This is an optimization exercise on Yosys and OpenROAD, whose aim is small area, a short achievable clock period and few clock cycles, not a production implementation.
The RTL was checked by simulation tests, not by an equivalence proof against the original design.
Power and IR drop assume default switching activity.

## config.mk

```make
export PLATFORM = sky130hd
export DESIGN_NAME = sdrb
export DESIGN_NICKNAME = sdrb
export VERILOG_FILES = /design/flow/design.v
export SDC_FILE = /design/flow/constraint.sdc
export NUM_CORES = 8
export LEC_CHECK = 0
export CAP_MARGIN = 20
export CORE_MARGIN = 2
export CORE_UTILIZATION = 25
export SLEW_MARGIN = 20
```

## flow/abc_map.script

```
&get -n
&st
&synch2
&dch -f
&nf -D 20000
&st
&dch -f
&nf -D 20000
&put
buffer -c
topo
stime -c
upsize -c
dnsize -c
```

## constraint.sdc

```tcl
create_clock -name core_clock -period 60.0 [get_ports {clk}]
set_input_delay 12.0000 -clock core_clock [delete_from_list [all_inputs] [get_ports {clk}]]
set_output_delay 12.0000 -clock core_clock [all_outputs]
set_load 0.01 [all_outputs]
```

## standard.sh

```bash
#!/bin/bash
# synth_recipe.tcl (not shown) runs the flow's synth.tcl, then flattens the netlist and writes it again
# the make line also repeats each setting of config.mk as NAME=value (left out here)
make -C /OpenROAD-flow-scripts/flow DESIGN_CONFIG=/design/flow/config.mk WORK_HOME=/design/flow/orfs CLKGATE_MAP_FILE= SYNTH_SCRIPT=/design/flow/synth_recipe.tcl "${@:-finish}"
```

## flow/run.sh

```bash
#!/bin/bash
# Layout flow: the standard flow (standard.sh) with these changes:
#  - ABC maps the logic with flow/abc_map.script (fewer delay-driven
#    restructuring rounds, more area recovery) instead of ORFS's
#    abc_speed.script; the rest of synthesis is ORFS's (synth_recipe.tcl), so
#    the registers are the standard synthesis's;
#  - flow/fa_polarity.py then removes inverters around full adders in the
#    synthesized netlist (it rewires, never changes a register);
#  - the port buffers ORFS inserts at placement are sky130_fd_sc_hd__buf_2;
#  - clock tree synthesis uses larger sink clusters and no dummy loads.
# Runs in the work folder; each tool's full output goes to a log file here.
set -eo pipefail
rm -rf scripts
cp -r "$FLOW_HOME/scripts" scripts
cp flow/abc_map.script scripts/abc_speed.script
export SCRIPTS_DIR="$PWD/scripts"
export BUFFER_PORTS_ARGS="-buffer_cell sky130_fd_sc_hd__buf_2"
export CTS_ARGS="-sink_clustering_enable -repair_clock_nets -dont_use_dummy_load -sink_clustering_size 12 -sink_clustering_max_diameter 60 -buf_list sky130_fd_sc_hd__clkbuf_8"
R="$PWD/orfs/results/$FLOW_PLATFORM/sdrb/base"
bash standard.sh "$R/1_2_yosys.v" > synth.log 2>&1
cp "$R/1_2_yosys.v" yosys_netlist_before_fa_polarity.v
python3 flow/fa_polarity.py yosys_netlist_before_fa_polarity.v "$R/1_2_yosys.v" > fa_polarity.log 2>&1
bash standard.sh > standard.log 2>&1
```

## design.v

```verilog
module sdrb_fround (
    input  wire              sign,
    input  wire [47:0]       p,
    input  wire signed [9:0] be,
    output wire [31:0]       z
);
    wire        hi   = p[47];
    wire        sub1 = (be <= 10'sd0);           
    wire        sub0 = (be <= 10'sd1);           
    wire        ovf1 = (be >= 10'sd255);
    wire        ovf0 = (be >= 10'sd256);
    wire [9:0]  shw  = 10'd1 - be;
    wire [4:0]  sh   = !sub0 ? 5'd0 : (shw[9:5] != 5'd0) ? 5'd31 : shw[4:0];
    wire [7:0]  e1   = be[7:0];
    wire [7:0]  e0   = be[7:0] - 8'd1;
    wire [47:0] smask = ~({48{1'b1}} << ({1'b0, sh} + 6'd23));
    wire [24:0] vs   = p[47:23] >> sh;
    wire        ss   = |(p & smask);
    reg  [22:0] f;
    reg  [7:0]  e;
    reg         g, s;
    always @* begin
        if (hi ? sub1 : sub0) begin
            f = vs[23:1]; g = vs[0]; s = ss; e = 8'd0;
        end else if (hi) begin
            f = p[46:24]; g = p[23]; s = |p[22:0]; e = e1;
        end else begin
            f = p[45:23]; g = p[22]; s = |p[21:0]; e = e0;
        end
    end
    wire        rnd = g & (s | f[0]);
    wire [30:0] r   = {e, f} + {30'd0, rnd};
    assign z = (hi ? ovf1 : ovf0) ? {sign, 8'hFF, 23'd0} : {sign, r};
endmodule
module sdrb_fmul (
    input  wire [31:0] a,
    input  wire [31:0] b,
    output reg  [31:0] z
);
    wire        sz   = a[31] ^ b[31];
    wire        a_e0 = (a[30:23] == 8'h00), b_e0 = (b[30:23] == 8'h00);
    wire        a_e1 = (a[30:23] == 8'hFF), b_e1 = (b[30:23] == 8'hFF);
    wire        a_fz = (a[22:0] == 23'd0),  b_fz = (b[22:0] == 23'd0);
    wire        a_zero = a_e0 & a_fz, b_zero = b_e0 & b_fz;
    wire [23:0] ms = a_e0 ? {1'b0, a[22:0]} : {~b_e0, b[22:0]};
    wire [23:0] mo = a_e0 ? {~b_e0, b[22:0]} : {1'b1, a[22:0]};
    function [4:0] clz23;
        input [22:0] f;
        integer k;
        begin
            clz23 = 5'd23;
            for (k = 0; k <= 22; k = k + 1) if (f[k]) clz23 = 5'd23 - k[4:0];
        end
    endfunction
    wire [4:0]  lz_a = clz23(a[22:0]);
    wire [4:0]  lz_b = b_e0 ? clz23(b[22:0]) : 5'd0;
    wire [4:0]  lz   = a_e0 ? lz_a : lz_b;
    wire [23:0] mn   = ms << lz;
    wire [47:0] p  = mn * mo;
    wire signed [9:0] be = $signed({2'b00, a[30:24], a[23] | a_e0})
                         + $signed({2'b00, b[30:24], b[23] | b_e0})
                         - $signed({5'd0, lz}) - 10'sd126;
    wire [31:0] rz;
    sdrb_fround u_rnd (.sign(sz), .p(p), .be(be), .z(rz));
    always @* begin
        if ((a_e1 & ~a_fz) | (b_e1 & ~b_fz) | (a_e1 & b_zero) | (b_e1 & a_zero))
            z = 32'h7FC00000;
        else if (a_e1 | b_e1)
            z = {sz, 8'hFF, 23'd0};
        else if (a_zero | b_zero)
            z = {sz, 31'd0};
        else
            z = rz;
    end
endmodule
module sdrb_fmul2 (
    input  wire        clk,
    input  wire        hi,
    input  wire [31:0] a,
    input  wire [31:0] b,
    output reg  [31:0] z
);
    wire        b_e0 = (b[30:23] == 8'h00);
    reg  [4:0]  lz;
    reg  [23:0] mn;
    always @* begin
        mn = {~b_e0, b[22:0]};
        lz = 5'd0;
        if (mn[23:8] == 16'd0) begin mn = mn << 16; lz = lz + 5'd16; end
        if (mn[23:16] == 8'd0) begin mn = mn << 8;  lz = lz + 5'd8;  end
        if (mn[23:20] == 4'd0) begin mn = mn << 4;  lz = lz + 5'd4;  end
        if (mn[23:22] == 2'd0) begin mn = mn << 2;  lz = lz + 5'd2;  end
        if (mn[23] == 1'b0)    begin mn = mn << 1;  lz = lz + 5'd1;  end
    end
    reg  [35:0] pl;                    
    reg  [11:0] bh;                    
    reg  signed [9:0] be;
    reg  [1:0]  kind;                  
    reg         sz;
    wire [23:0] ma  = {1'b1, a[22:0]};
    wire [11:0] mul = hi ? bh : mn[11:0];
    wire [35:0] add = hi ? {12'd0, pl[35:12]} : 36'd0;
    wire [35:0] q   = ma * mul + add;
    always @(posedge clk) begin
        pl <= q;
        bh <= mn[23:12];
        sz <= a[31] ^ b[31];
        be <= $signed({2'b00, a[30:23]})
            + $signed({2'b00, b[30:24], b[23] | b_e0})
            - $signed({5'd0, lz}) - 10'sd126;
        if (((a[30:23] == 8'hFF) & (a[22:0] != 0)) | ((b[30:23] == 8'hFF) & (b[22:0] != 0)) |
            ((a[30:23] == 8'hFF) & (b[30:0] == 0)) | ((b[30:23] == 8'hFF) & (a[30:0] == 0)))
            kind <= 2'd1;
        else if ((a[30:23] == 8'hFF) | (b[30:23] == 8'hFF))
            kind <= 2'd2;
        else if ((a[30:0] == 0) | (b[30:0] == 0))
            kind <= 2'd3;
        else
            kind <= 2'd0;
    end
    wire [31:0] rz;
    sdrb_fround u_rnd (.sign(sz), .p({q, pl[11:0]}), .be(be), .z(rz));
    always @* begin
        case (kind)
            2'd1:    z = 32'h7FC00000;
            2'd2:    z = {sz, 8'hFF, 23'd0};
            2'd3:    z = {sz, 31'd0};
            default: z = rz;
        endcase
    end
endmodule
module sdrb_fadd (
    input  wire [31:0] a,
    input  wire [31:0] b,
    output reg  [31:0] z
);
    wire a_e1 = (a[30:23] == 8'hFF), b_e1 = (b[30:23] == 8'hFF);
    wire a_fz = (a[22:0] == 23'd0),  b_fz = (b[22:0] == 23'd0);
    wire a_zero = (a[30:0] == 31'd0), b_zero = (b[30:0] == 31'd0);
    wire an = (a[30:23] != 8'h00), bn = (b[30:23] != 8'h00);
    wire [7:0] ea = {a[30:24], a[23] | ~an};
    wire [7:0] eb = {b[30:24], b[23] | ~bn};
    wire        swap = b[30:0] > a[30:0];
    wire [8:0]  dab  = {1'b0, ea} - {1'b0, eb};
    wire [8:0]  dba  = {1'b0, eb} - {1'b0, ea};
    wire [7:0]  d    = swap ? dba[7:0] : dab[7:0];
    wire [7:0]  ex   = swap ? eb : ea;
    wire        sx   = swap ? b[31] : a[31];
    wire [26:0] mx   = swap ? {bn, b[22:0], 3'b000} : {an, a[22:0], 3'b000};
    wire [26:0] my   = swap ? {an, a[22:0], 3'b000} : {bn, b[22:0], 3'b000};
    wire [4:0]  ds   = (d[7:5] != 3'd0) ? 5'd31 : d[4:0];
    wire [26:0] mys  = my >> ds;
    wire        stk  = |(my & ~({27{1'b1}} << ds));
    wire [26:0] myj  = {mys[26:1], mys[0] | stk};
    wire        sub = a[31] ^ b[31];
    wire [27:0] sum = sub ? ({1'b0, mx} - {1'b0, myj}) : ({1'b0, mx} + {1'b0, myj});
    reg  [4:0]  lz;
    integer k;
    always @* begin
        lz = 5'd27;
        for (k = 0; k <= 26; k = k + 1) if (sum[k]) lz = 5'd26 - k[4:0];
    end
    wire [7:0]  exm1 = ex - 8'd1;
    wire        lim  = {3'd0, lz} > exm1;
    wire [4:0]  ls   = lim ? exm1[4:0] : lz;
    wire [26:0] n    = sum[26:0] << ls;
    wire [7:0]  en   = lim ? 8'd0 : (ex - {3'd0, lz});
    wire [23:0] m   = sum[27] ? sum[27:4] : n[26:3];
    wire        g   = sum[27] ? sum[3] : n[2];
    wire        st  = sum[27] ? (|sum[2:0]) : (|n[1:0]);
    wire [7:0]  e   = sum[27] ? ex + 8'd1 : en;
    wire        rnd = g & (st | m[0]);
    wire [30:0] r   = {e, m[22:0]} + {30'd0, rnd};
    always @* begin
        if ((a_e1 & ~a_fz) | (b_e1 & ~b_fz) | (a_e1 & b_e1 & (a[31] ^ b[31])))
            z = 32'h7FC00000;
        else if (a_e1)
            z = a;
        else if (b_e1)
            z = b;
        else if (a_zero & b_zero)
            z = {a[31] & b[31], 31'd0};
        else if (sum == 28'd0)
            z = 32'h00000000;
        else if (sum[27] & (ex == 8'hFE))
            z = {sx, 8'hFF, 23'd0};
        else
            z = {sx, r};
    end
endmodule
module sdrb (
    input  wire        clk,
    input  wire        rst_n,
    input  wire        cmd_valid,
    output wire        cmd_ready,
    input  wire [31:0] cmd_word,
    input  wire [31:0] cmd_arg0,
    input  wire [31:0] cmd_arg1,
    output wire        rsp_valid,
    input  wire        rsp_ready,
    output wire [31:0] rsp_data,
    output wire        rsp_err
);
    localparam [31:0] HALF  = 32'h3F000000;
    localparam [31:0] ONE   = 32'h3F800000;
    localparam [31:0] HW_ID = 32'h53440100;
    localparam [7:0] OP_NOP     = 8'h00, OP_INIT    = 8'h01,
                     OP_WRITE   = 8'h10, OP_READ    = 8'h11, OP_SETRP  = 8'h12,
                     OP_RBRESET = 8'h13, OP_RESIZE  = 8'h14, OP_GETCAP = 8'h15,
                     OP_SETCAPF = 8'h16, OP_STEP    = 8'h17, OP_GETWC  = 8'h18,
                     OP_GETRC   = 8'h19, OP_DERESET = 8'h20, OP_SETDLY = 8'h21,
                     OP_SETFB   = 8'h22, OP_SETMIX  = 8'h23, OP_MIXSTEP = 8'h24,
                     OP_PROCESS = 8'h25, OP_BLKWR   = 8'h30, OP_BLKRD  = 8'h31,
                     OP_REGRD   = 8'h40, OP_STATCLR = 8'h41;
    localparam [2:0] S_IDLE = 3'd0, S_EXEC = 3'd1, S_HOLD = 3'd2, S_B = 3'd3,
                     S_C    = 3'd4, S_D    = 3'd5, S_SER  = 3'd6;
    localparam [2:0] P_MOD = 3'd0, P_MUL = 3'd1, P_DIV = 3'd2, P_DLY = 3'd3,
                     P_FIN = 3'd4, P_FINB = 3'd5;
    reg  [2:0]  state;
    reg         rst_q;                   
    reg         rdy_q;                   
    reg         is_step_q;               
    reg  [7:0]  opc;
    reg         cc;                      
    reg  [3:0]  idx;                     
    reg  [31:0] a0_q, a1_q;
    reg         legal, ch0, ch1, blk_ok, is_ring, is_blk;
    reg         two_ch;                  
    reg  [24:0] capacity;
    reg  [4:0]  alloc;
    reg  [4:0]  wc0, wc1;                
    reg  [23:0] rc0, rc1;                
    reg  [31:0] feedback, mix, omix;     
    reg  [23:0] dsamp;
    reg  [3:0]  st_warn;
    reg  [2:0]  st_err;
    reg  [31:0] err_cmd;                 
    reg  [31:0] store [0:31];            
    reg  [31:0] sv;                      
    reg  [31:0] blk [0:15];              
    reg  [15:0] bv;                      
    reg  [31:0] rsp_q;
    reg         rsp_err_q;
    reg         eng_on, eng_ph;          
    reg         ta_v, ta_c, ta_inv;
    reg  [2:0]  ta_i;
    reg         tc_v, tc_c, tc_inv;
    reg  [2:0]  tc_i;
    reg         td_v, td_c;
    reg  [2:0]  td_i;
    reg  [3:0]  eng_n0, eng_n1;          
    reg         eng_inv1;                
    reg         omix_job;                
    reg  [1:0]  pre;
    reg  [4:0]  pre_rc1, pre_rc2;        
    reg  [4:0]  pre_wc1;                 
    reg         rd_c;                    
    reg         rd_0;                    
    reg         fg_wr;                   
    reg  [31:0] x_q, y_q, m1_q, t3_q;
    reg  [2:0]  sp;
    reg  [35:0] acc;
    reg         ovf;                     
    reg         clamp_q;                 
    reg         fin_c;                   
    reg  [9:0]  rem;
    reg  [7:0]  cnt;
    assign cmd_ready = rst_n && rdy_q;
    wire [7:0]  opc_i  = cmd_word[31:24];
    wire [7:0]  chf_i  = cmd_word[23:16];
    wire [15:0] idx_i  = cmd_word[15:0];
    wire        ch0_i  = (chf_i == 8'd0);
    wire        idx0_i = (idx_i == 16'd0);
    reg         legal_i;
    always @* begin
        case (opc_i)
            OP_NOP, OP_INIT, OP_RBRESET, OP_RESIZE, OP_GETCAP, OP_SETCAPF,
            OP_DERESET, OP_SETDLY, OP_SETFB, OP_SETMIX, OP_PROCESS, OP_STATCLR:
                legal_i = ch0_i && idx0_i;
            OP_WRITE, OP_READ, OP_SETRP, OP_STEP, OP_GETWC, OP_GETRC, OP_MIXSTEP:
                legal_i = idx0_i;
            OP_BLKWR, OP_BLKRD:
                legal_i = 1'b1;
            OP_REGRD:
                legal_i = ch0_i && (idx_i <= 16'd12);
            default:
                legal_i = 1'b0;
        endcase
    end
    wire ring_i = (opc_i == OP_INIT)    || (opc_i == OP_WRITE)   || (opc_i == OP_READ)   ||
                  (opc_i == OP_SETRP)   || (opc_i == OP_RBRESET) || (opc_i == OP_RESIZE) ||
                  (opc_i == OP_SETCAPF) || (opc_i == OP_STEP)    || (opc_i == OP_GETWC)  ||
                  (opc_i == OP_GETRC)   || (opc_i == OP_DERESET) || (opc_i == OP_SETDLY) ||
                  (opc_i == OP_SETFB)   || (opc_i == OP_SETMIX)  || (opc_i == OP_MIXSTEP) ||
                  (opc_i == OP_PROCESS);
    wire blk_ok_i = (chf_i[7:1] == 7'd0) && (idx_i[15:3] == 13'd0);
    wire blk_i    = (opc_i == OP_BLKWR) || (opc_i == OP_BLKRD);
    wire ch_valid = ch0 || (two_ch && ch1);
    wire s0_neg   = a0_q[31];
    wire s1_neg   = a1_q[31];
    wire       fr_c = td_v ? td_c : tc_v ? tc_c : ta_c;
    wire [2:0] fr_i = td_v ? td_i : tc_v ? tc_i : ta_i;
    wire pend    = ({cc, idx[2:0]} >= {fr_c, fr_i});
    wire bg_even = eng_on && !eng_ph;
    wire bg_odd  = eng_on && eng_ph;
    wire hazard  = (is_ring && (eng_on || omix_job)) ||
                   (is_blk && eng_on && (pend || (!eng_ph && (opc[0] ? ta_v : td_v))));
    wire [4:0]  wc_c  = cc ? wc1 : wc0;
    wire [23:0] rc_c  = cc ? rc1 : rc0;
    wire        rc_c_bad = (rc_c[23:5] != 19'd0) || (rc_c[4:0] >= alloc);
    wire        wc_c_bad = (wc_c >= alloc);
    wire [3:0]  ns_v = a1_q[3:0];
    wire        proc_arg = s0_neg || (a0_q[30:0] > 31'd2) || s1_neg || (a1_q[30:0] > 31'd8);
    wire        ok0 = (rc0[23:5] == 19'd0) && (rc0[4:0] < alloc) && (wc0 < alloc);
    wire        ok1 = (rc1[23:5] == 19'd0) && (rc1[4:0] < alloc) && (wc1 < alloc);
    wire        grow = (capacity > {20'd0, alloc});
    wire [4:0]  mx0 = (rc0[4:0] > wc0) ? rc0[4:0] : wc0;
    wire [4:0]  mx1 = (rc1[4:0] > wc1) ? rc1[4:0] : wc1;
    wire [4:0]  lim0 = !ok0 ? 5'd0 : (grow ? alloc - mx0 : 5'd16);
    wire [4:0]  lim1 = !ok1 ? 5'd0 : (grow ? alloc - mx1 : 5'd16);
    wire        act0 = (a0_q[1:0] != 2'd0) && (ns_v != 4'd0);
    wire        err0 = act0 && (lim0 < {1'b0, ns_v});
    wire        act1 = (a0_q[1:0] == 2'd2) && (ns_v != 4'd0) && !err0;
    wire        err1 = act1 && two_ch && (lim1 < {1'b0, ns_v});
    wire [3:0]  pn0 = !act0 ? 4'd0 : (err0 ? lim0[3:0] : ns_v);
    wire [3:0]  pn1 = !act1 ? 4'd0 : (err1 ? lim1[3:0] : ns_v);
    reg [31:0] clamp_v;
    reg        clamp_out;
    always @* begin
        if (a0_q[30:23] == 8'hFF && a0_q[22:0] != 0) begin
            clamp_v = ONE;  clamp_out = 1'b1;
        end else if (a0_q[31] && a0_q[30:0] != 0) begin
            clamp_v = 32'd0; clamp_out = 1'b1;
        end else if (a0_q[30:0] == 0) begin
            clamp_v = 32'd0; clamp_out = 1'b0;
        end else if (a0_q[30:0] > ONE[30:0]) begin
            clamp_v = ONE;  clamp_out = 1'b1;
        end else begin
            clamp_v = a0_q; clamp_out = 1'b0;
        end
    end
    wire [7:0]  lag_e   = a0_q[30:23];
    wire        lag_bad = (a0_q == 32'h7F800000);
    wire        lag_int = !(lag_e == 8'hFF) && !a0_q[31] && (lag_e >= 8'd127);
    wire        ex_go    = (state == S_EXEC) && !hazard;
    wire        ex_proc  = ex_go && legal && (opc == OP_PROCESS);
    wire        ex_fg    = ex_go && legal && (opc == OP_STEP || opc == OP_MIXSTEP);
    wire        st_B     = (state == S_B);
    wire        st_C     = (state == S_C);
    wire        st_D     = (state == S_D);
    wire        idle_s   = (state == S_IDLE);
    wire        port_op  = opc == OP_WRITE || opc == OP_READ || opc == OP_STEP ||
                           opc == OP_MIXSTEP || opc == OP_PROCESS;
    wire        harmless = !port_op &&
                           (!legal || ex_e || opc == OP_NOP || opc == OP_GETCAP ||
                            opc == OP_GETWC || opc == OP_GETRC || opc == OP_REGRD ||
                            opc == OP_STATCLR || opc == OP_BLKRD ||
                            (opc == OP_BLKWR && (cc || idx[2:1] != 2'd0)));
    wire        pre_run  = rst_q && !eng_on && !omix_job &&
                           (idle_s || state == S_HOLD || (state == S_EXEC && harmless));
    wire        pre_a0   = pre_run && idle_s && pre == 2'd0;
    wire        pre_b0   = pre_run && pre == 2'd1;
    wire        pre_a1   = pre_run && pre[1];
    wire        proc_in  = idle_s && cmd_valid && rdy_q && opc_i == OP_PROCESS;
    wire        go_proc  = ex_proc && !proc_arg && pn0 != 4'd0;
    wire        go_pre   = go_proc && pre == 2'd3 && pn0 != 4'd1;
    wire        go_plain = go_proc && !go_pre;
    wire        a_c      = eng_on ? ta_c : cc;
    wire [4:0]  wc_a     = a_c ? wc1 : wc0;
    wire [23:0] rc_a     = a_c ? rc1 : rc0;
    wire        doB      = (bg_odd && ta_v) || st_B || go_pre;
    wire        doC      = (bg_odd && tc_v) || st_C || go_pre;
    wire        doD      = (bg_even && td_v) || st_D;
    wire        m2_hi    = bg_odd || st_C || go_pre;
    wire        do_om    = omix_job;
    reg  [3:0]  bsel;
    always @* begin
        if (bg_even && ta_v)     bsel = {ta_c, ta_i};
        else if (idle_s && pre[1]) bsel = 4'd1;         
        else                     bsel = {cc, idx[2:0]};
    end
    wire [15:0] b_hot = bv & (16'd1 << bsel);
    reg  [31:0] blk_rd;
    integer kb;
    always @* begin
        blk_rd = 32'd0;
        for (kb = 0; kb < 16; kb = kb + 1) blk_rd = blk_rd | (blk[kb] & {32{b_hot[kb]}});
    end
    wire [3:0]  rd0_a  = (pre[1] && !rd_0) ? pre_rc1 : rc0[3:0];
    wire [15:0] s_hot0 = sv[15:0]  & (16'd1 << rd0_a);
    wire [15:0] s_hot1 = sv[31:16] & (16'd1 << rc1[3:0]);
    reg  [31:0] st_rd0, st_rd1;
    integer ks;
    always @* begin
        st_rd0 = 32'd0;
        st_rd1 = 32'd0;
        for (ks = 0; ks < 16; ks = ks + 1) begin
            st_rd0 = st_rd0 | (store[ks]      & {32{s_hot0[ks]}});
            st_rd1 = st_rd1 | (store[16 + ks] & {32{s_hot1[ks]}});
        end
    end
    wire [31:0] st_rd = (eng_on ? ta_c : rd_c) ? st_rd1 : st_rd0;
    wire        fin      = (state == S_SER);
    wire        st_job   = bg_even && tc_v && !tc_inv;      
    wire        wc_use   = st_job || fg_wr || (state == S_EXEC && opc == OP_WRITE && !eng_on);
    wire [4:0]  adv_p    = fin ? (fin_c ? wc1 : wc0) :
                           st_job ? (tc_c ? wc1 : wc0) :
                           wc_use ? wc_c :
                           pre_b0 ? wc0 :
                           pre_a1 ? pre_rc1 :
                           bg_odd ? (ta_c ? rc1[4:0] : rc0[4:0]) : rc_a[4:0];
    wire [4:0]  adv_x    = adv_p + {4'd0, !fin || clamp_q};
    reg  [4:0]  adv;
    always @* begin
        adv = adv_x;
        if (capacity[24:5] == 20'd0) begin
            if (capacity[4:0] == 5'd1) adv = 5'd0;
            else begin
                if (capacity[4:0] <= 5'd2 && adv >= {capacity[1:0], 3'b000})
                    adv = adv - {capacity[1:0], 3'b000};
                if (capacity[4:0] <= 5'd4 && adv >= {capacity[2:0], 2'b00})
                    adv = adv - {capacity[2:0], 2'b00};
                if (capacity[4:0] <= 5'd8 && adv >= {capacity[3:0], 1'b0})
                    adv = adv - {capacity[3:0], 1'b0};
                if (adv >= capacity[4:0]) adv = adv - capacity[4:0];
            end
        end
    end
    wire [31:0] m1_a = doC ? mix : (is_step_q && !eng_on) ? a1_q : feedback;
    wire        fwd  = (bg_even && ta_v && tc_v && !tc_inv && ta_c == tc_c &&
                        (ta_c ? rc1[3:0] == wc1[3:0] : rc0[3:0] == wc0[3:0])) ||
                       (pre_a1 && pre_rc1 == wc0[3:0]);
    wire [31:0] m1_b = (doC || fwd) ? y_q : st_rd;
    wire [31:0] ad_a = doD ? t3_q : do_om ? ONE : x_q;
    wire [31:0] ad_b = do_om ? {~mix[31], mix[30:0]} : m1_q;
    wire [31:0] m1_z, ad_z, m2_z;
    sdrb_fmul  u_m1 (.a(m1_a), .b(m1_b), .z(m1_z));
    sdrb_fadd  u_ad (.a(ad_a), .b(ad_b), .z(ad_z));
    sdrb_fmul2 u_m2 (.clk(clk), .hi(m2_hi), .a(omix), .b(x_q), .z(m2_z));
    wire        s_bit   = a0_q[31];
    wire [23:0] rc_f    = fin_c ? rc1 : rc0;
    reg  [36:0] as_p, as_q;
    reg         as_inv, as_ci;
    always @* begin
        as_p = 37'd0; as_q = {12'd0, capacity}; as_inv = 1'b1; as_ci = 1'b1;
        case (sp)
            P_MOD:  as_p = {11'd0, acc[24:0], s_bit};
            P_MUL:  begin as_p = {acc, 1'b0}; as_q = s_bit ? {6'd0, a1_q[30:0]} : 37'd0;
                          as_inv = 1'b0; as_ci = 1'b0; end
            P_DLY:  as_p = {1'b0, acc};
            P_FIN:  if (clamp_q) begin as_p = {12'd0, capacity}; as_q = 37'd0; as_ci = 1'b0; end
                    else begin as_p = {32'd0, adv}; as_q = {12'd0, acc[24:0]}; end
            default: begin as_p = {13'd0, rc_f}; as_inv = 1'b0; as_ci = 1'b0; end
        endcase
    end
    wire [37:0] as_z    = {1'b0, as_p} + {1'b0, as_inv ? ~as_q : as_q} + {37'd0, as_ci};
    wire        as_ge   = as_z[37];      
    wire [11:0] dv_v    = {rem, acc[35:34]};
    wire [1:0]  dv_q    = (dv_v >= 12'd3000) ? 2'd3 : (dv_v >= 12'd2000) ? 2'd2 :
                          (dv_v >= 12'd1000) ? 2'd1 : 2'd0;
    wire [11:0] dv_r    = dv_v - (dv_q == 2'd3 ? 12'd3000 : dv_q == 2'd2 ? 12'd2000 :
                                  dv_q == 2'd1 ? 12'd1000 : 12'd0);
    wire        mod_skip = acc[24:0] == 25'd0 && a0_q[31:24] == 8'd0 && cnt >= 8'd8;
    wire        mul_skip = acc == 36'd0 && a0_q[31:24] == 8'd0 && cnt >= 8'd8;
    wire        div_skip = rem == 10'd0 && acc[35:28] == 8'd0 && cnt >= 8'd4;
    wire        de_err   = ovf || acc == 36'd0 || acc > 36'd16;
    reg  [31:0] ex_data;
    always @* begin
        ex_data = 32'd0;
        case (opc)
            OP_READ:   ex_data = ch_valid ? st_rd : 32'd0;
            OP_BLKRD:  ex_data = blk_rd;
            OP_GETCAP: ex_data = {7'd0, capacity};
            OP_GETWC:  ex_data = ch_valid ? {27'd0, wc_c} : 32'd0;
            OP_GETRC:  ex_data = ch_valid ? {8'd0, rc_c} : 32'd0;
            OP_REGRD:
                case (idx[3:0])
                    4'd0:  ex_data = {21'd0, st_err, 4'd0, st_warn};
                    4'd1:  ex_data = {7'd0, capacity};
                    4'd2:  ex_data = {27'd0, alloc};
                    4'd3:  ex_data = two_ch ? 32'd2 : 32'd1;
                    4'd4:  ex_data = feedback;
                    4'd5:  ex_data = mix;
                    4'd6:  ex_data = {8'd0, dsamp};
                    4'd7:  ex_data = (st_err != 3'd0) ? err_cmd : 32'd0;
                    4'd8:  ex_data = 32'd0;
                    4'd9:  ex_data = 32'd2;
                    4'd10: ex_data = 32'd16;
                    4'd11: ex_data = 32'd8;
                    default: ex_data = HW_ID;
                endcase
            default: ex_data = 32'd0;
        endcase
    end
    reg  [2:0] ex_err;
    reg        ex_long;                  
    always @* begin
        ex_err  = 3'b000;
        ex_long = 1'b0;
        if (!legal) ex_err = 3'b001;
        else case (opc)
            OP_INIT:    if (s0_neg || a0_q[30:0] == 0 || a0_q[30:0] > 31'd16 ||
                            s1_neg || a1_q[30:0] == 0 || a1_q[30:0] > 31'd2) ex_err = 3'b010;
            OP_RESIZE:  if (s0_neg || a0_q[30:0] == 0 || a0_q[30:0] > 31'd16) ex_err = 3'b010;
            OP_SETCAPF: if (s0_neg || a0_q[30:0] == 0 || a0_q[30:0] > 31'h01000000) ex_err = 3'b010;
            OP_WRITE:   if (ch_valid && wc_c_bad) ex_err = 3'b100;
            OP_READ:    if (ch_valid && rc_c_bad) ex_err = 3'b100;
            OP_STEP, OP_MIXSTEP:
                        if (ch_valid && (rc_c_bad || wc_c_bad)) ex_err = 3'b100;
                        else if (ch_valid || opc == OP_MIXSTEP) ex_long = 1'b1;
            OP_SETRP:   if (ch_valid && lag_bad) ex_err = 3'b010;
                        else if (ch_valid) ex_long = 1'b1;
            OP_DERESET, OP_SETDLY:
                        if (s0_neg || s1_neg) ex_err = 3'b010;
                        else ex_long = 1'b1;
            OP_PROCESS: if (proc_arg) ex_err = 3'b010;
                        else if (err0 || err1) ex_err = 3'b100;
            OP_BLKWR, OP_BLKRD:
                        if (!blk_ok) ex_err = 3'b010;
            default: ;
        endcase
    end
    wire ex_rsp  = ex_go && !ex_long;
    wire ex_e    = (ex_err != 3'b000);
    assign rsp_valid = rst_n && rst_q && (ex_rsp || state == S_HOLD);
    assign rsp_data  = (state == S_HOLD) ? rsp_q : (ex_e ? 32'd0 : ex_data);
    assign rsp_err   = (state == S_HOLD) ? rsp_err_q : ex_e;
    wire doA     = (ex_fg && !ex_e && ch_valid) || go_plain || (bg_even && ta_v && !ta_inv);
    wire doB_y   = (bg_odd && ta_v && !ta_inv) || (st_B && ch_valid) || go_pre;
    wire        nx_last = ({1'b0, ta_i} + 4'd1 == (ta_c ? eng_n1 : eng_n0));
    wire        nx_v    = !(nx_last && (ta_c || eng_n1 == 4'd0));
    wire        nx_c    = nx_last ? 1'b1 : ta_c;
    wire [2:0]  nx_i    = nx_last ? 3'd0 : ta_i + 3'd1;
    wire        st_cmd = (state == S_EXEC) && (opc == OP_WRITE) && !eng_on;
    wire        st_we  = st_job || go_pre || fg_wr ||
                         (ex_go && legal && opc == OP_WRITE && ch_valid && !ex_e);
    wire [31:0] st_wd  = st_cmd ? a0_q : y_q;
    wire        st_ch  = st_job ? tc_c : cc;
    wire [4:0]  st_wc  = st_ch ? wc1 : wc0;
    wire        bl_job = bg_even && td_v;
    wire        bl_we  = bl_job || (ex_go && opc == OP_BLKWR && blk_ok);
    wire [3:0]  bl_a   = bl_job ? {td_c, td_i} : {cc, idx[2:0]};
    wire [31:0] bl_wd  = bl_job ? ad_z : a0_q;
    wire [31:0] st_hot = 32'd1 << {st_ch, st_wc[3:0]};
    wire [15:0] bl_hot = 16'd1 << bl_a;
    wire        st_clr = (ex_go && legal && !ex_e &&
                          (opc == OP_INIT || opc == OP_RBRESET || opc == OP_RESIZE)) ||
                         (state == S_SER && sp == P_DLY && opc == OP_DERESET && !de_err);
    genvar gk;
    generate
        for (gk = 0; gk < 32; gk = gk + 1) begin : g_st
            always @(posedge clk) if (st_we && st_hot[gk]) store[gk] <= st_wd;
        end
        for (gk = 0; gk < 16; gk = gk + 1) begin : g_bl
            always @(posedge clk) if (bl_we && bl_hot[gk]) blk[gk] <= bl_wd;
        end
    endgenerate
    wire        rd_ex  = ex_go && legal && opc == OP_READ && ch_valid && !ex_e;
    wire        wr_ex  = ex_go && legal && opc == OP_WRITE && ch_valid && !ex_e;
    wire        fin_w  = (state == S_SER) && (sp == P_FIN || sp == P_FINB);
    wire        rc_bg  = bg_odd && ta_v && !ta_inv;
    wire        rc_fg  = rd_ex || (ex_fg && !ex_e && ch_valid);
    wire        rc_ch  = rc_bg ? ta_c : cc;
    wire [23:0] rc_fin = (sp == P_FIN && clamp_q) ? {19'd0, adv} : as_z[23:0];
    always @(posedge clk) begin
        if (!rst_q || st_clr) begin
            rc0 <= 24'd0; rc1 <= 24'd0; wc0 <= 5'd0; wc1 <= 5'd0;
        end else begin
            if (((rc_bg || rc_fg) && !rc_ch) || go_pre || (fin_w && !fin_c))
                rc0 <= fin_w ? rc_fin : go_pre ? {19'd0, pre_rc2} : {19'd0, adv};
            if (((rc_bg || rc_fg) && rc_ch) || (fin_w && fin_c))
                rc1 <= fin_w ? rc_fin : {19'd0, adv};
            if (go_pre) wc0 <= pre_wc1;
            else if ((st_job || fg_wr || wr_ex) && !st_ch) wc0 <= adv;
            if ((st_job || fg_wr || wr_ex) && st_ch)  wc1 <= adv;
        end
    end
    always @(posedge clk) begin
        if (!rst_q || st_clr) sv <= 32'd0;
        else if (st_we)       sv <= sv | st_hot;
        if (!rst_q)           bv <= 16'd0;
        else if (bl_we)       bv <= bv | bl_hot;
    end
    wire acc_go   = (state == S_IDLE) && cmd_valid && rdy_q;     
    wire to_idle  = (ex_go && !ex_long && rsp_ready) || (state == S_HOLD && rsp_ready);
    wire rp_start = ex_go && legal && (opc == OP_SETRP) && ch_valid && !ex_e;
    wire dl_start = ex_go && legal && (opc == OP_DERESET || opc == OP_SETDLY) && !ex_e;
    wire ser      = (state == S_SER);
    always @(posedge clk) begin
        if (acc_go) begin
            opc     <= opc_i;
            legal   <= legal_i;
            ch0     <= ch0_i;
            ch1     <= (chf_i == 8'd1);
            blk_ok  <= blk_ok_i;
            is_ring <= legal_i && ring_i;
            is_blk  <= blk_i && blk_ok_i;
            a1_q    <= cmd_arg1;
        end
        if (acc_go && st_err == 3'd0) err_cmd <= cmd_word;
        if (!rst_q || to_idle) begin
            cc <= 1'b0; idx <= 4'd0; is_step_q <= 1'b0; rd_c <= 1'b0; rd_0 <= 1'b0;
        end else if (acc_go) begin
            cc <= chf_i[0]; idx <= idx_i[3:0]; is_step_q <= (opc_i == OP_STEP);
            rd_c <= chf_i[0] && (opc_i == OP_READ || opc_i == OP_STEP || opc_i == OP_MIXSTEP);
            rd_0 <= opc_i == OP_READ || opc_i == OP_STEP || opc_i == OP_MIXSTEP ||
                    opc_i == OP_PROCESS;
        end
    end
    wire x_en = pre_a0 || (pre_a1 && idle_s && proc_in) || (bg_even && ta_v) || ex_fg || go_plain;
    always @(posedge clk) begin
        if (x_en) x_q <= ex_fg ? a0_q : blk_rd;
        if (doB || pre_b0) y_q <= (doB_y || pre_b0) ? ad_z : 32'd0;
    end
    always @(posedge clk) begin
        if (ex_go || st_B || st_D || ser) begin
            rsp_q     <= ex_go ? (ex_e ? 32'd0 : ex_data) : (st_B || st_D) ? ad_z : 32'd0;
            rsp_err_q <= ex_go ? ex_e : (ser && sp == P_DLY && opc == OP_DERESET && de_err);
        end
    end
    wire a0_sh = ser && ((sp == P_MOD && cnt != 8'd0) || sp == P_MUL);
    wire sh8   = (sp == P_MOD) ? mod_skip : mul_skip;
    always @(posedge clk) begin
        if (acc_go || rp_start || dl_start || a0_sh)
            a0_q <= acc_go   ? cmd_arg0 :
                    rp_start ? {1'b1, a0_q[22:0], 8'd0} :
                    dl_start ? {a0_q[30:0], 1'b0} :
                    sh8      ? {a0_q[23:0], 8'd0} : {a0_q[30:0], 1'b0};
        if (rp_start || dl_start)
            acc <= 36'd0;
        else if (ser && sp == P_MOD && cnt != 8'd0 && !mod_skip)
            acc <= {11'd0, as_ge ? as_z[24:0] : {acc[23:0], s_bit}};
        else if (ser && sp == P_MUL && !mul_skip)
            acc <= as_z[35:0];
        else if (ser && sp == P_DIV)
            acc <= div_skip ? {acc[27:0], 8'd0} : {acc[33:0], dv_q};
        if (dl_start) ovf <= 1'b0;
        else if (ser && sp == P_MUL && !mul_skip && as_z[36:35] != 2'd0) ovf <= 1'b1;
        if (rp_start)
            cnt <= lag_int ? lag_e - 8'd126 : 8'd0;
        else if (dl_start)
            cnt <= 8'd31;
        else if (ser && sp == P_MUL && (cnt == 8'd1 || (cnt == 8'd8 && mul_skip)))
            cnt <= 8'd18;
        else if (ser && (sp == P_MUL || (sp == P_MOD && cnt != 8'd0)))
            cnt <= sh8 ? cnt - 8'd8 : cnt - 8'd1;
        else if (ser && sp == P_DIV)
            cnt <= div_skip ? cnt - 8'd4 : cnt - 8'd1;
        if (ser && sp == P_MUL) rem <= 10'd0;
        else if (ser && sp == P_DIV && !div_skip) rem <= dv_r[9:0];
    end
    always @(posedge clk) begin
        m1_q  <= m1_z;
        t3_q  <= m2_z;
        rst_q <= rst_n;
        if (!pre_run || (state == S_EXEC && opc == OP_PROCESS)) pre <= 2'd0;
        else if (pre_a0)               pre <= 2'd1;
        else if (pre_b0)               pre <= 2'd2;
        else if (pre_a1)               pre <= 2'd3;
        if (pre_a0) pre_rc1 <= adv;
        if (pre_b0) pre_wc1 <= adv;
        if (pre_a1) pre_rc2 <= adv;
        fg_wr <= rst_q && st_B && ch_valid;
        rdy_q <= rst_n && rst_q && (state == S_IDLE ? !(cmd_valid && rdy_q) :
                                    state == S_EXEC ? ex_rsp && rsp_ready :
                                    state == S_HOLD && rsp_ready);
        if (!rst_q) begin
            state    <= S_IDLE;
            two_ch   <= 1'b1;
            capacity <= 25'd16;
            alloc    <= 5'd16;
            feedback <= HALF;
            mix      <= ONE;
            omix     <= 32'd0;
            dsamp    <= 24'd0;
            st_warn  <= 4'd0;
            st_err   <= 3'd0;
            eng_on   <= 1'b0;
            omix_job <= 1'b0;
        end else begin
            if (do_om) begin
                omix     <= ad_z;
                omix_job <= 1'b0;
            end
            if (bg_even) begin
                td_v   <= 1'b0;
                eng_ph <= 1'b1;
                if (!ta_v && !tc_v) eng_on <= 1'b0;
            end
            if (bg_odd) begin
                td_v <= tc_v; td_c <= tc_c; td_i <= tc_i;
                tc_v <= ta_v; tc_c <= ta_c; tc_i <= ta_i; tc_inv <= ta_inv;
                ta_v <= ta_v && nx_v;
                ta_c <= nx_c; ta_i <= nx_i;
                ta_inv <= nx_c && eng_inv1;
                eng_ph <= 1'b0;
                if (!ta_v && !tc_v) eng_on <= 1'b0;
            end
            case (state)
            S_IDLE: begin
                if (acc_go) state <= S_EXEC;
            end
            S_EXEC: if (!hazard) begin
                if (!ex_long) state <= rsp_ready ? S_IDLE : S_HOLD;
                st_err <= st_err | ex_err;
                if (!legal) begin
                end else case (opc)
                OP_INIT: if (!ex_e) begin
                    two_ch   <= a1_q[1];
                    alloc    <= a0_q[4:0];
                    capacity <= {20'd0, a0_q[4:0]};
                    feedback <= HALF;
                    mix      <= ONE;
                    omix     <= 32'd0;
                    omix_job <= 1'b0;
                    dsamp    <= 24'd0;
                end
                OP_WRITE: begin
                    if (!ch_valid) st_warn[0] <= 1'b1;
                end
                OP_READ: begin
                    if (!ch_valid) st_warn[0] <= 1'b1;
                end
                OP_SETRP: begin
                    if (!ch_valid) st_warn[0] <= 1'b1;
                    else if (!ex_e) begin
                        clamp_q <= 1'b0;
                        fin_c   <= cc;
                        sp      <= P_MOD;
                        state   <= S_SER;
                    end
                end
                OP_RESIZE: if (!ex_e) begin
                    alloc    <= a0_q[4:0];
                    capacity <= {20'd0, a0_q[4:0]};
                end
                OP_SETCAPF: if (!ex_e) capacity <= a0_q[24:0];
                OP_STEP, OP_MIXSTEP: begin
                    if (!ch_valid) st_warn[0] <= 1'b1;
                    if (ex_long) state <= S_B;
                end
                OP_GETWC, OP_GETRC: if (!ch_valid) st_warn[0] <= 1'b1;
                OP_DERESET, OP_SETDLY: if (!ex_e) begin
                    clamp_q <= 1'b0;
                    fin_c   <= 1'b0;
                    sp      <= P_MUL;
                    state   <= S_SER;
                end
                OP_SETFB: begin
                    feedback <= clamp_v;
                    if (clamp_out) st_warn[1] <= 1'b1;
                end
                OP_SETMIX: begin
                    mix <= clamp_v;
                    omix_job <= 1'b1;
                    if (clamp_out) st_warn[2] <= 1'b1;
                end
                OP_PROCESS: if (!proc_arg) begin
                    if (act1 && !two_ch) st_warn[0] <= 1'b1;
                    if (pn0 != 4'd0) begin
                        eng_on   <= 1'b1;
                        td_v     <= 1'b0;
                        eng_n0   <= pn0;
                        eng_n1   <= pn1;
                        eng_inv1 <= !two_ch;
                        if (go_pre) begin
                            eng_ph <= 1'b0;
                            td_v   <= 1'b1;
                            td_c   <= 1'b0;
                            td_i   <= 3'd0;
                            tc_v   <= 1'b1;
                            tc_c   <= 1'b0;
                            tc_i   <= 3'd1;
                            tc_inv <= 1'b0;
                            ta_v   <= (pn0 != 4'd2) || (pn1 != 4'd0);
                            ta_c   <= (pn0 == 4'd2);
                            ta_i   <= (pn0 == 4'd2) ? 3'd0 : 3'd2;
                            ta_inv <= (pn0 == 4'd2) && !two_ch;
                        end else begin
                            eng_ph <= 1'b1;
                            ta_v   <= 1'b1;
                            ta_c   <= 1'b0;
                            ta_i   <= 3'd0;
                            ta_inv <= 1'b0;
                            tc_v   <= 1'b0;
                        end
                    end
                end
                OP_BLKWR: if (blk_ok) begin
                end
                OP_STATCLR: st_warn <= 4'd0;
                default: ;
                endcase
            end
            S_B: state <= (opc == OP_STEP) ? S_HOLD : S_C;
            S_C: state <= S_D;
            S_D: state <= S_HOLD;
            S_SER: begin
                case (sp)
                P_MOD: if (cnt == 8'd0) sp <= P_FIN;
                P_MUL: if (cnt == 8'd1 || (cnt == 8'd8 && mul_skip)) sp <= P_DIV;
                P_DIV: if (cnt == 8'd1 || (cnt == 8'd4 && div_skip)) sp <= P_DLY;
                P_DLY: begin
                    if (opc == OP_DERESET) begin
                        if (de_err) begin
                            st_err[1] <= 1'b1;
                            state     <= S_HOLD;
                        end else begin
                            dsamp    <= {19'd0, acc[4:0]};
                            alloc    <= acc[4:0];
                            capacity <= {20'd0, acc[4:0]};
                            state     <= S_HOLD;
                        end
                    end else begin
                        if (ovf || as_ge) begin
                            st_warn[3] <= 1'b1;
                            clamp_q    <= 1'b1;
                        end else begin
                            dsamp <= acc[23:0];
                        end
                        sp <= P_FIN;
                    end
                end
                P_FIN, P_FINB: begin
                    if (sp == P_FIN && clamp_q) dsamp <= as_z[23:0];
                    if (sp == P_FIN && !clamp_q && !as_ge) sp <= P_FINB;
                    else if (opc == OP_SETDLY && !fin_c && two_ch) begin
                        fin_c <= 1'b1;
                        sp    <= P_FIN;
                    end else state <= S_HOLD;
                end
                default: ;
                endcase
            end
            S_HOLD: if (rsp_ready) state <= S_IDLE;
            default: state <= S_IDLE;
            endcase
        end
    end
endmodule
```

## flow/fa_polarity.py

```python
#!/usr/bin/env python3
"""Remove inverters around full adders in a flat Yosys gate netlist.

A full adder is self-dual: fa(~a, ~b, ~c) = (~cout, ~sum). Yosys's extract_fa
often leaves a full adder with inverted inputs or outputs, each through an
inverter cell. This pass flips such adders (the cell itself is unchanged; its
inputs and outputs are rewired through or past inverters) whenever that
removes more inverters than it adds, then removes inverter pairs. Registers and
every other cell are untouched, so the netlist keeps its function.

usage: fa_polarity.py IN.v OUT.v
"""
import re
import sys
from collections import defaultdict

FA_RE = re.compile(r'sky130_fd_sc_hd__fa_\d+$')
INV_RE = re.compile(r'sky130_fd_sc_hd__(clk)?inv_\d+$')
INV_CELL = 'sky130_fd_sc_hd__inv_1'
OUT_PINS = {'X', 'Y', 'Q', 'Q_N', 'SUM', 'COUT', 'HI', 'LO'}


def parse(text):
    m = re.search(r'\bmodule\b.*?;', text, re.S)
    head_end = m.end()
    body = text[head_end:]
    cells = {}
    order = []
    decls = []
    pos = 0
    cell_re = re.compile(r'\s*(sky130_fd_sc_hd__\w+)\s+(\S+)\s*\((.*?)\);', re.S)
    pin_re = re.compile(r'\.(\w+)\(\s*(.*?)\s*\)\s*(?:,|$)', re.S)
    for stmt in re.finditer(r'[^;]*;', body):
        s = stmt.group(0)
        cm = cell_re.match(s)
        if cm:
            typ, name, pins = cm.groups()
            pd = {}
            for pm in pin_re.finditer(pins.strip()):
                pd[pm.group(1)] = pm.group(2)
            cells[name] = [typ, pd]
            order.append(name)
        else:
            decls.append(s)
    return text[:head_end], decls, cells, order


def build(cells):
    drv = {}
    loads = defaultdict(list)
    for name, (typ, pins) in cells.items():
        for p, n in pins.items():
            if p in OUT_PINS:
                drv[n] = (name, p)
            else:
                loads[n].append((name, p))
    return drv, loads


def optimise(cells, ports):
    new_id = [0]
    new_wires = []

    def fresh_net():
        new_id[0] += 1
        n = '_fap_%d_' % new_id[0]
        new_wires.append(n)
        return n

    def fresh_cell():
        new_id[0] += 1
        return '_fapc_%d_' % new_id[0]

    removed = 0
    added = 0
    changed = True
    rounds = 0
    while changed and rounds < 20:
        changed = False
        rounds += 1
        drv, loads = build(cells)
        inv_of = defaultdict(list)          # net -> inverters driven by it
        for name, (typ, pins) in cells.items():
            if INV_RE.match(typ):
                inv_of[pins['A']].append(name)
        touched = set()
        for name in list(cells):
            if name not in cells or name in touched:
                continue
            typ, pins = cells[name]
            if not FA_RE.match(typ):
                continue
            gain = 0
            in_plan = []
            ok = True
            for p in ('A', 'B', 'CIN'):
                n = pins[p]
                d = drv.get(n)
                if d and INV_RE.match(cells[d[0]][0]) and d[0] not in touched:
                    src = cells[d[0]][1]['A']
                    if len(loads[n]) == 1 and n not in ports:
                        in_plan.append((p, 'bypass_rm', d[0], src))
                        gain += 1
                    else:
                        in_plan.append((p, 'bypass', d[0], src))
                else:
                    invs = [i for i in inv_of.get(n, []) if i not in touched]
                    if invs:
                        in_plan.append((p, 'use', invs[0], cells[invs[0]][1]['Y']))
                    else:
                        in_plan.append((p, 'new', None, n))
                        gain -= 1
            out_plan = []
            for p in ('SUM', 'COUT'):
                n = pins[p]
                ls = loads.get(n, [])
                invs = [c for c, cp in ls if INV_RE.match(cells[c][0]) and c not in touched]
                others = [(c, cp) for c, cp in ls if not (INV_RE.match(cells[c][0]) and c not in touched)]
                if n in ports:
                    ok = False
                    break
                if not ls:
                    out_plan.append((p, 'none', [], []))
                elif not others:
                    out_plan.append((p, 'rm_all', invs, []))
                    gain += len(invs)
                elif invs:
                    out_plan.append((p, 'keep_one', invs, others))
                    gain += len(invs) - 1
                else:
                    out_plan.append((p, 'new', [], others))
                    gain -= 1
            if not ok or gain <= 0:
                continue
            # apply the flip
            for p, kind, inv, net in in_plan:
                if kind == 'bypass_rm':
                    pins[p] = net
                    del cells[inv]
                    removed += 1
                    touched.add(inv)
                elif kind in ('bypass', 'use'):
                    pins[p] = net
                    touched.add(inv)
                else:   # new inverter: FA input takes ~n
                    m = fresh_net()
                    c = fresh_cell()
                    cells[c] = [INV_CELL, {'A': net, 'Y': m}]
                    touched.add(c)
                    pins[p] = m
                    added += 1
            for p, kind, invs, others in out_plan:
                n = pins[p]              # now carries the inverted value
                if kind == 'rm_all':
                    for i in invs:
                        y = cells[i][1]['Y']
                        for c2, p2 in loads.get(y, []):
                            if c2 in cells:
                                cells[c2][1][p2] = n
                        if y in ports:
                            raise RuntimeError('inverter drives a port')
                        del cells[i]
                        removed += 1
                        touched.add(i)
                elif kind == 'keep_one':
                    keep = invs[0]
                    ky = cells[keep][1]['Y']
                    # loads that wanted ~old (the inverters' loads) now read n
                    for i in invs:
                        y = cells[i][1]['Y']
                        for c2, p2 in loads.get(y, []):
                            if c2 in cells:
                                cells[c2][1][p2] = n
                        if i != keep:
                            del cells[i]
                            removed += 1
                        touched.add(i)
                    # loads that wanted old read the kept inverter (its output
                    # is old again)
                    for c2, p2 in others:
                        cells[c2][1][p2] = ky
                elif kind == 'new':
                    m = fresh_net()
                    c = fresh_cell()
                    cells[c] = [INV_CELL, {'A': n, 'Y': m}]
                    touched.add(c)
                    for c2, p2 in others:
                        cells[c2][1][p2] = m
                    added += 1
            touched.add(name)
            changed = True
            # the maps are stale now: rebuild them for the next adder
            drv, loads = build(cells)
            inv_of = defaultdict(list)
            for n2, (t2, p2) in cells.items():
                if INV_RE.match(t2):
                    inv_of[p2['A']].append(n2)
    # inverter pairs: inv(inv(x)) with a single-load middle net
    drv, loads = build(cells)
    for name in list(cells):
        if name not in cells:
            continue
        typ, pins = cells[name]
        if not INV_RE.match(typ):
            continue
        d = drv.get(pins['A'])
        if not d or d[0] not in cells or not INV_RE.match(cells[d[0]][0]):
            continue
        mid = pins['A']
        if len(loads[mid]) != 1 or mid in ports or pins['Y'] in ports:
            continue
        x = cells[d[0]][1]['A']
        y = pins['Y']
        for c2, p2 in loads.get(y, []):
            if c2 in cells:
                cells[c2][1][p2] = x
        del cells[name]
        del cells[d[0]]
        removed += 2
        drv, loads = build(cells)
    return removed, added, new_wires


def main():
    text = open(sys.argv[1]).read()
    head, decls, cells, order = parse(text)
    ports = set()
    for s in decls:
        m = re.match(r'\s*(input|output)\s+(\[(\d+):(\d+)\]\s*)?(\S+)\s*;', s)
        if m:
            if m.group(2):
                hi, lo = int(m.group(3)), int(m.group(4))
                for i in range(min(hi, lo), max(hi, lo) + 1):
                    ports.add('%s[%d]' % (m.group(5), i))
            ports.add(m.group(5))
    removed, added, new_wires = optimise(cells, ports)
    out = [head, '\n']
    for s in decls:
        if s.strip() == 'endmodule' or s.strip().startswith('endmodule'):
            continue
        out.append(s)
    for w in new_wires:
        out.append('\n  wire %s;' % w)
    for name in order + [n for n in cells if n not in order]:
        if name not in cells:
            continue
        typ, pins = cells[name]
        # (an escaped identifier ends at white space)
        pl = ',\n'.join('    .%s(%s%s)' % (p, n, ' ' if n.startswith('\\') else '')
                        for p, n in pins.items())
        out.append('\n  %s %s (\n%s\n  );' % (typ, name, pl))
    out.append('\nendmodule\n')
    open(sys.argv[2], 'w').write(''.join(out))
    sys.stderr.write('fa_polarity: removed %d inverters, added %d\n' % (removed, added))


if __name__ == '__main__':
    main()
```

==> results of run 1 <==
metal layers:
metal | track usage [%] | vias up | wire length (um)
li1 | - | 48623 | -
met1 | 25.7 | 56606 | 226000
met2 | 28.7 | 6974 | 239000
met3 | 6.17 | 1271 | 71700
met4 | 8.64 | 50 | 29700
met5 | 0.178 | - | 442
power by group through the flow:
stage | clock network, mW | registers, mW | logic [mW]
CTS | 0.861 | 1.93 | 5.80
global route | 0.912 | 1.94 | 6.33
finish | 0.852 | 1.94 | 6.00
floorplan | 0 | 1.89 | 3.66
global placement | 0 | 1.96 | 5.77
detailed placement | 0 | 1.96 | 5.76
area by class of cell:
class / instances / share of cell area, %
Antenna cell: 81 / 0.132
Clock buffer: 227 / 2.04
Inverter: 700 / 1.72
Multi-Input combinational cell: 9468 / 46.4
Sequential cell: 2252 / 41.2
Tap cell: 7452 / 6.08
Timing Repair Buffer: 547 / 2.48
path summary, 6_finish.rpt:
path | endpoint | slack, ps | depth (start not counted) | from
setup reg to reg | m1_q[30] | 36760 | 88 | wc0[3]
setup / recovery | rsp_valid | 35560 | 4 | rst_n
hold reg to reg | u_m2.sz | 430 | 1 | omix[31]
hold / removal | u_m2.sz | 430 | 1 | omix[31]
flip-flops by register name (all words and copies together) (netlist names), 36 cells and up:
name	count
store	1024
blk	512
acc	36
u_m2.pl	36
worst max-delay path: stages:
cell and delay [ps]:
buf_2 100, nand2_1 80, nor2_1 130, buf_2 150
through the flow:
stage	util, %	area, um2
finish	27.6	153000
global route	27.6	153000
CTS	27.5	153000
detailed placement	27.0	150000
global placement	27.0	150000
floorplan	-	139000
==> flow_summary.yaml, run 1 <==
logic_synthesis:
  synth.avg_cell_area_um2: 10.5
  syn_inst: 13265
  yosys_warnings: 7
  syn_nets: 14635
  synth_area_um2: 139000
pwr:
  power_frac_seq_pct: 22.0
  p_leak_nw: 55.4
  p_sw_share_pct: 55.2
  p_per_area_nw_per_um2: 57.3
  p_comb_share_pct: 68.3
  power_mw: 8.78
  power_switching_mw: 4.85
  peakVddDrop_mv: 0.168
  p_clk_share_pct: 9.7
  internal-power_mw: 3.94
cts:
  cts_tree: "yes"
  cts.clk_slew.worst_paths_ps: 80
  cts-htree-levels: 4
  cts.sinks: 2252
  root_buffer: "clkbuf_8"
  clockBufferDepth: 4
  cts_resized: 0
  clk_latency_ps: 1080
  cts_made_buffers: 227
  cts_setup_buffers: 0
  cts_hold_buf: 0
finish:
  multi_input_area_um2: 71100
  final_cell_mix: "1,798 x edfxtp_1, 1,499 x nand2_1, 1,050 x nor2_1"
  area_growth_pct: 10.2
  drive_above_1_share_pct: 9.00
  instances_no_fill: 20727
  layout_commonest_cell: "edfxtp_1"
  final_nets: 14566
  final.fill_count: 57901
  seqCellArea_um2: 63100
critical_path:
  critPathLaunchType: "primary input"
  endpoint_kind: "output port"
  worstSetupPathType: "in -> out"
  crit_path_max_fanout: 3
  arrival_ps: 12440
  critical_path_required_ps: 48000
grt:
  grt_first_pass_wirelength_mm: 800
  grtUsageTotal_pct: 19.3
  grt_overflow_total: 0
  antenna_found_initial: 73
  grt_pass1_vias: 107815
  grt_start_max_net_pins: 140
timing:
  finalHoldViolations: 0
  slew_headroom_pct: 9.39
  fin_crit_ps: 24440
  tns_ps: 0
  whs_ps: 425
  finalSetupViolations: 0
  timing.final.crit_share_pct: 40.7
  grt_setup_unrepaired: "no"
  fmax_ghz: 0.0409
  fin_skew_ps: 202
  tightest_slew_ps: 1360
  drv_slew: 0
  setup_slack_ps: 35560
routing:
  via_per_inst: 5.48
  drt_pass1_iterations: 12
  wl_mm: 567
  routedWlPerCell_um: 27.3
  ant_nets: 0
  dr_total_vias: 113524
  drt_iter0_drc: 16320
  drc: 0
placement:
  gp_congestion: 0.988
  port_buffers: 134
  post-place-cells: 20416
  hpwlAfterDp_mm: 403
  place_ws_ps: 35550
floorplan:
  die_w_um: 750
  rows: 274
  initial_core_util_pct: 25.0
  dieArea_um2: 563000
  boundaryPins: 135
  die_y_um: 750
  core_area_um2: 556000
status:
  status: "no timing/DRC/antenna violations"
job:
  maxCapViolations: 0
worst_hold_path:
  hold_class: "reg -> reg"
Testbench counts, summed over its fixed seeds: cycles 14,162.
==> run 2: changes to the inputs <==
--- a/config.mk
+++ b/config.mk
@@ -7,5 +7,5 @@
 export LEC_CHECK = 0
 export CAP_MARGIN = 20
 export CORE_MARGIN = 2
-export CORE_UTILIZATION = 25
+export CORE_UTILIZATION = 50
 export SLEW_MARGIN = 20
==> run 2 against run 1 <==
Net effect:
- power up 2.6%
- synthesized cell count unchanged
- clock power up 0.7%
- die area down 50%
- area after synthesis unchanged
- fmax down 0.14%
- sequential power about the same
- core utilization up 26 points
- clock-buffer cell count up 5
- first-iteration DRC count up 9.7%
- largest cell class unchanged
==> flow_summary.yaml, run 2 <==
routing:
  drt_pass1_iterations: 8
  drc: 0
  drt_iter0_drc: 17905
  wl_mm: 586
  dr_total_vias: 115916
  ant_nets: 0
  via_per_inst: 6.84
  routedWlPerCell_um: 34.5
timing:
  finalSetupViolations: 0
  tns_ps: 0
  fmax_ghz: 0.0409
  tightest_slew_ps: 1370
  finalHoldViolations: 0
  fin_skew_ps: 208
  drv_slew: 0
  grt_setup_unrepaired: "no"
  fin_crit_ps: 24480
  timing.final.crit_share_pct: 40.8
  slew_headroom_pct: 8.45
critical_path:
  regToRegEndpoint: "m1_q[30]"
  reg2reg_depth: 88
  path_cells: "buf_2 -> nand2_1 -> nor2_1 -> buf_2"
  slowest_stage: "buf_2"
  arrival_ps: 12480
  crit_path_max_fanout: 3
  critPathLaunchType: "primary input"
  rr_startpoint: "wc0[2]"
  critical_path.startpoint: "rst_n"
  critical_path_required_ps: 48000
  crit_end: "rsp_valid"
  worstSetupPathType: "in -> out"
  endpoint_kind: "output port"
  crit_path_frequent_cell: "buf_2"
  critPathMaxStageDelay_ps: 150
  ff2ff_setup_slack_ps: 36380
placement:
  gp_congestion: 1.05
  hpwlAfterDp_mm: 414
  post_dp_cell_area_um2: 145000
  port_buffers: 134
floorplan:
  core_area_um2: 277000
  die_w_um: 532
  boundaryPins: 135
  rows: 193
  initial_core_util_pct: 50.3
  die_y_um: 532
  dieArea_um2: 283000
finish:
  layout_commonest_cell: "edfxtp_1"
  drive_above_1_share_pct: 9.06
  top_register: "store"
  largest_reg_flops: 1024
  final_cell_mix: "1,798 x edfxtp_1, 1,500 x nand2_1, 1,046 x nor2_1"
  multi_input_area_um2: 71200
  final.fill_count: 24387
  reg.largest.list: "store: 1024 flops, blk: 512 flops"
  final_nets: 14573
  fin_area_um2: 149000
  area_growth_pct: 6.85
  seqCellArea_um2: 63100
pwr:
  power_switching_mw: 5.06
  peakVddDrop_mv: 0.198
  p_per_area_nw_per_um2: 60.6
  p_sw_share_pct: 56.1
  p_clk_share_pct: 9.5
  p_leak_nw: 55.5
  power_frac_seq_pct: 21.5
  p_comb_share_pct: 69.0
  internal-power_mw: 3.95
logic_synthesis:
  synth_area_um2: 139000
  synth.avg_cell_area_um2: 10.5
  yosys_warnings: 7
  syn_nets: 14635
  syn_inst: 13265
grt:
  grtUsageTotal_pct: 40.3
  antenna_found_initial: 69
  grt_pass1_vias: 111654
  grt_overflow_total: 0
  grt_first_pass_wirelength_mm: 821
  grt_start_max_net_pins: 153
cts:
  cts.clk_slew.worst_paths_ps: 60
  clk_latency_ps: 1090
  cts_resized: 0
  cts_hold_buf: 0
  cts-htree-levels: 4
  clockBufferDepth: 4
  cts_setup_buffers: 0
  cts_made_buffers: 232
  root_buffer: "clkbuf_8"
  cts_tree: "yes"
  cts.sinks: 2252
worst_hold_path:
  hold_class: "reg -> reg"
job:
  maxCapViolations: 0
status:
  status: "no timing/DRC/antenna violations"
[run 2: worst min path at each step]
stage / start / cells after the start / slack (ps) / end
detailed placement: u_m2.sz / 1 / 430 / t3_q[31]
floorplan: u_m2.sz / 1 / 410 / t3_q[31]
CTS: omix[31] / 1 / 460 / u_m2.sz
finish: omix[31] / 1 / 460 / u_m2.sz
global route: bv[3] / 1 / 490 / bv[3]
global placement: u_m2.sz / 1 / 430 / t3_q[31]
[run 2: power groups by stage]
| stage | clock network [mW] | logic (mW) | registers, mW |
|---|---|---|---|
| after CTS | 0.863 | 5.98 | 1.93 |
| after global placement | 0 | 5.95 | 1.96 |
| after floorplan | 0 | 3.66 | 1.89 |
| after global routing | 0.918 | 6.55 | 1.94 |
| final | 0.858 | 6.22 | 1.94 |
| after detailed placement | 0 | 5.94 | 1.96 |
[run 2: layout make-up]
type                            instances  area share, %
Antenna cell                           49         0.0825
Clock buffer                          232           2.15
Inverter                              700           1.77
Multi-Input combinational cell       9468           47.9
Sequential cell                      2252           42.4
Tap cell                             3705           3.12
Timing Repair Buffer                  549           2.58
[run 2: critical path: cells and delay by family]
family | cells | cell delay (ps)
AND/OR/NAND/NOR | 2 | 230
buffers and inverters | 2 | 250
[run 2: routing by layer]
layer | track usage [%] | share of wire (%)
met1 | 51.6 | 37
met2 | 60.7 | 43
met3 | 10.4 | 12
met4 | 25.8 | 7.7
met5 | 0 | 0.038
[run 2: stage by stage]
step	setup WS (ps)	hold WS, ps	total power, mW	cells	utilization [%]
global placement	35510	425	7.91	16669	52.5
finish	35520	463	9.01	16955	53.7
CTS	35510	459	8.77	16902	53.6
global route	34990	485	9.40	16920	53.7
floorplan	35760	410	5.55	13265	-
detailed placement	35510	431	7.90	16670	52.5
==> run 3: changes to the inputs <==
--- a/config.mk
+++ b/config.mk
@@ -7,5 +7,5 @@
 export LEC_CHECK = 0
 export CAP_MARGIN = 20
 export CORE_MARGIN = 2
-export CORE_UTILIZATION = 50
+export CORE_UTILIZATION = 40
 export SLEW_MARGIN = 20
==> run 3 against run 2 <==
Net effect:
- still clean
- cell count grew 5.0%
- area after synthesis is the same
- via count decreased by 2.1%
- clock power is 2% higher
- hold slack lost 3.6 ps
- largest power group unchanged
==> flow_summary.yaml, run 3 <==
timing:
  fin_crit_ps: 24390
  tns_ps: 0
  fmax_ghz: 0.0410
  fin_skew_ps: 207
  tightest_slew_ps: 1290
  finalSetupViolations: 0
  grt_setup_unrepaired: "no"
  drv_slew: 0
  slew_headroom_pct: 13.5
  timing.final.crit_share_pct: 40.6
  finalHoldViolations: 0
finish:
  final_cell_mix: "1,798 x edfxtp_1, 1,499 x nand2_1, 1,049 x nor2_1"
  fin_area_um2: 150000
  drive_above_1_share_pct: 9.08
  largest_reg_flops: 1024
  top_register: "store"
  final.fill_count: 32926
  final_nets: 14562
  seqCellArea_um2: 63100
  reg.largest.list: "store: 1024 flops, blk: 512 flops"
  multi_input_area_um2: 71100
  layout_commonest_cell: "edfxtp_1"
  area_growth_pct: 7.47
  final_util_pct: 43.2
floorplan:
  dieArea_um2: 353000
  initial_core_util_pct: 40.2
  rows: 216
  boundaryPins: 135
  die_y_um: 594
  die_w_um: 594
  core_area_um2: 346000
status:
  status: "no timing/DRC/antenna violations"
worst_hold_path:
  min_from: "omix[31]"
  hold_class: "reg -> reg"
critical_path:
  worstSetupPathType: "in -> out"
  arrival_ps: 12390
  crit_path_frequent_cell: "buf_2"
  critical_path_required_ps: 48000
  rr_startpoint: "wc0[2]"
  slowest_stage: "buf_2"
  crit_family: "buffers and inverters"
  crit_path_max_fanout: 3
  path_cells: "buf_2 -> nand2_1 -> nor2_1 -> buf_2"
  critPathMaxStageDelay_ps: 160
  critPathBufInv: 2
  critical_path.startpoint: "rst_n"
  critPathLaunchType: "primary input"
  endpoint_kind: "output port"
logic_synthesis:
  synth.avg_cell_area_um2: 10.5
  syn_inst: 13265
  syn_nets: 14635
  synth_area_um2: 139000
  yosys_warnings: 7
routing:
  drt_pass1_iterations: 13
  ant_nets: 0
  dr_total_vias: 113464
  routedWlPerCell_um: 31.6
  wl_mm: 563
  drt_iter0_drc: 17863
  drc: 0
  via_per_inst: 6.37
cts:
  clockBufferDepth: 4
  root_buffer: "clkbuf_8"
  cts.clk_slew.worst_paths_ps: 70
  cts_hold_buf: 0
  cts_tree: "yes"
  cts_setup_buffers: 0
  cts_made_buffers: 234
  cts-htree-levels: 4
  cts_resized: 0
  cts.sinks: 2252
  clk_latency_ps: 1170
grt:
  grtUsageTotal_pct: 31.0
  grt_overflow_total: 0
  grt_first_pass_wirelength_mm: 792
  grt_pass1_vias: 106414
  grt_start_max_net_pins: 79
  antenna_found_initial: 52
pwr:
  peakVddDrop_mv: 0.151
  p_leak_nw: 55.4
  p_per_area_nw_per_um2: 59.7
placement:
  port_buffers: 134
  post_dp_cell_area_um2: 146000
  hpwlAfterDp_mm: 394
  gp_congestion: 1.08
job:
  maxCapViolations: 0
## run 3: cell types whose count changed in the layout (fill, tap and decap cells not counted), moves of 5 or more
cell	change
and3_1	-23
diode_2	-18
and3_2	+23
a21oi_1	+5
buf_4	-10
## run 3: final timing paths
path	cells past startpoint	end	slack (ps)
worst max-delay path	4	rsp_valid	35610
worst min-delay path	1	u_m2.sz	460
worst max register to register	89	m1_q[30]	36470
worst min register to register	1	u_m2.sz	460
## run 3: where the power goes
group | internal (mW) | switching (mW) | total (mW)
logic | 1.77 | 4.34 | 6.11
clock network | 0.343 | 0.529 | 0.872
registers | 1.82 | 0.114 | 1.94
total | 3.94 | 4.98 | 8.92
## run 3: layer usage
metal  share of wire, %  track usage, %  vias up
met1                 39            41.1    56376
met4                6.8            18.0       22
met2                 42            45.5     7274
met5              0.050           0.325        -
met3                 12            8.14     1296
li1                   -               -    48496
## run 3: layout make-up
type	instances	area share [%]
Multi-Input combinational cell	9468	47.5
Inverter	700	1.76
Tap cell	4578	3.83
Clock buffer	234	2.15
Timing Repair Buffer	536	2.47
Sequential cell	2252	42.2
Antenna cell	31	0.0519
## run 3: metrics by stage
stage	std cells	hold slack, ps	power, mW	worst slack (ps)
after detailed placement	17532	444	7.79	35610
after floorplan	13265	410	5.55	35760
after global routing	17786	476	9.30	34830
final	17799	459	8.92	35610
after global placement	17531	438	7.83	35590
after CTS	17766	453	8.67	35610

-- static timing again, ports no longer ideal --
The flow's constraints put no driver on any port. The routed layouts listed below were extracted and timed again, unchanged, in two steps. Step 1 (the two cells are an assumption about what drives the block):
set clk [get_ports {clk}]
set_driving_cell -lib_cell sky130_fd_sc_hd__clkbuf_16 $clk
set_driving_cell -lib_cell sky130_fd_sc_hd__buf_2 [delete_from_list [all_inputs] $clk]
Step 2 adds t to the input delays and takes it off the output delays; t is the mean of the earliest and latest rising clock arrival at the registers after step 1. Input paths then give back, and output paths get back, about the clock's delay inside the block. a / b / c = ideal ports / drivers / drivers and shift; a / b = the first two.
run | shift t [ns] | setup WS [ns] | worst hold slack (ns) | clock arrival spread, ns
run 1 | 1.075 | 35.556 / 35.535 / 35.535 | 0.425 / 0.425 / 0.425 | 0.211 / 0.211
run 2 | 1.103 | 35.522 / 35.498 / 35.498 | 0.463 / 0.463 / 0.463 | 0.238 / 0.237
run 3 | 1.192 | 35.614 / 35.592 / 35.592 | 0.459 / 0.459 / 0.459 | 0.227 / 0.227
After both steps every run listed still meets setup and hold. The setup slack of run 2, which loses most, moves by -0.024 ns with the drivers and by -0.024 ns with both steps.
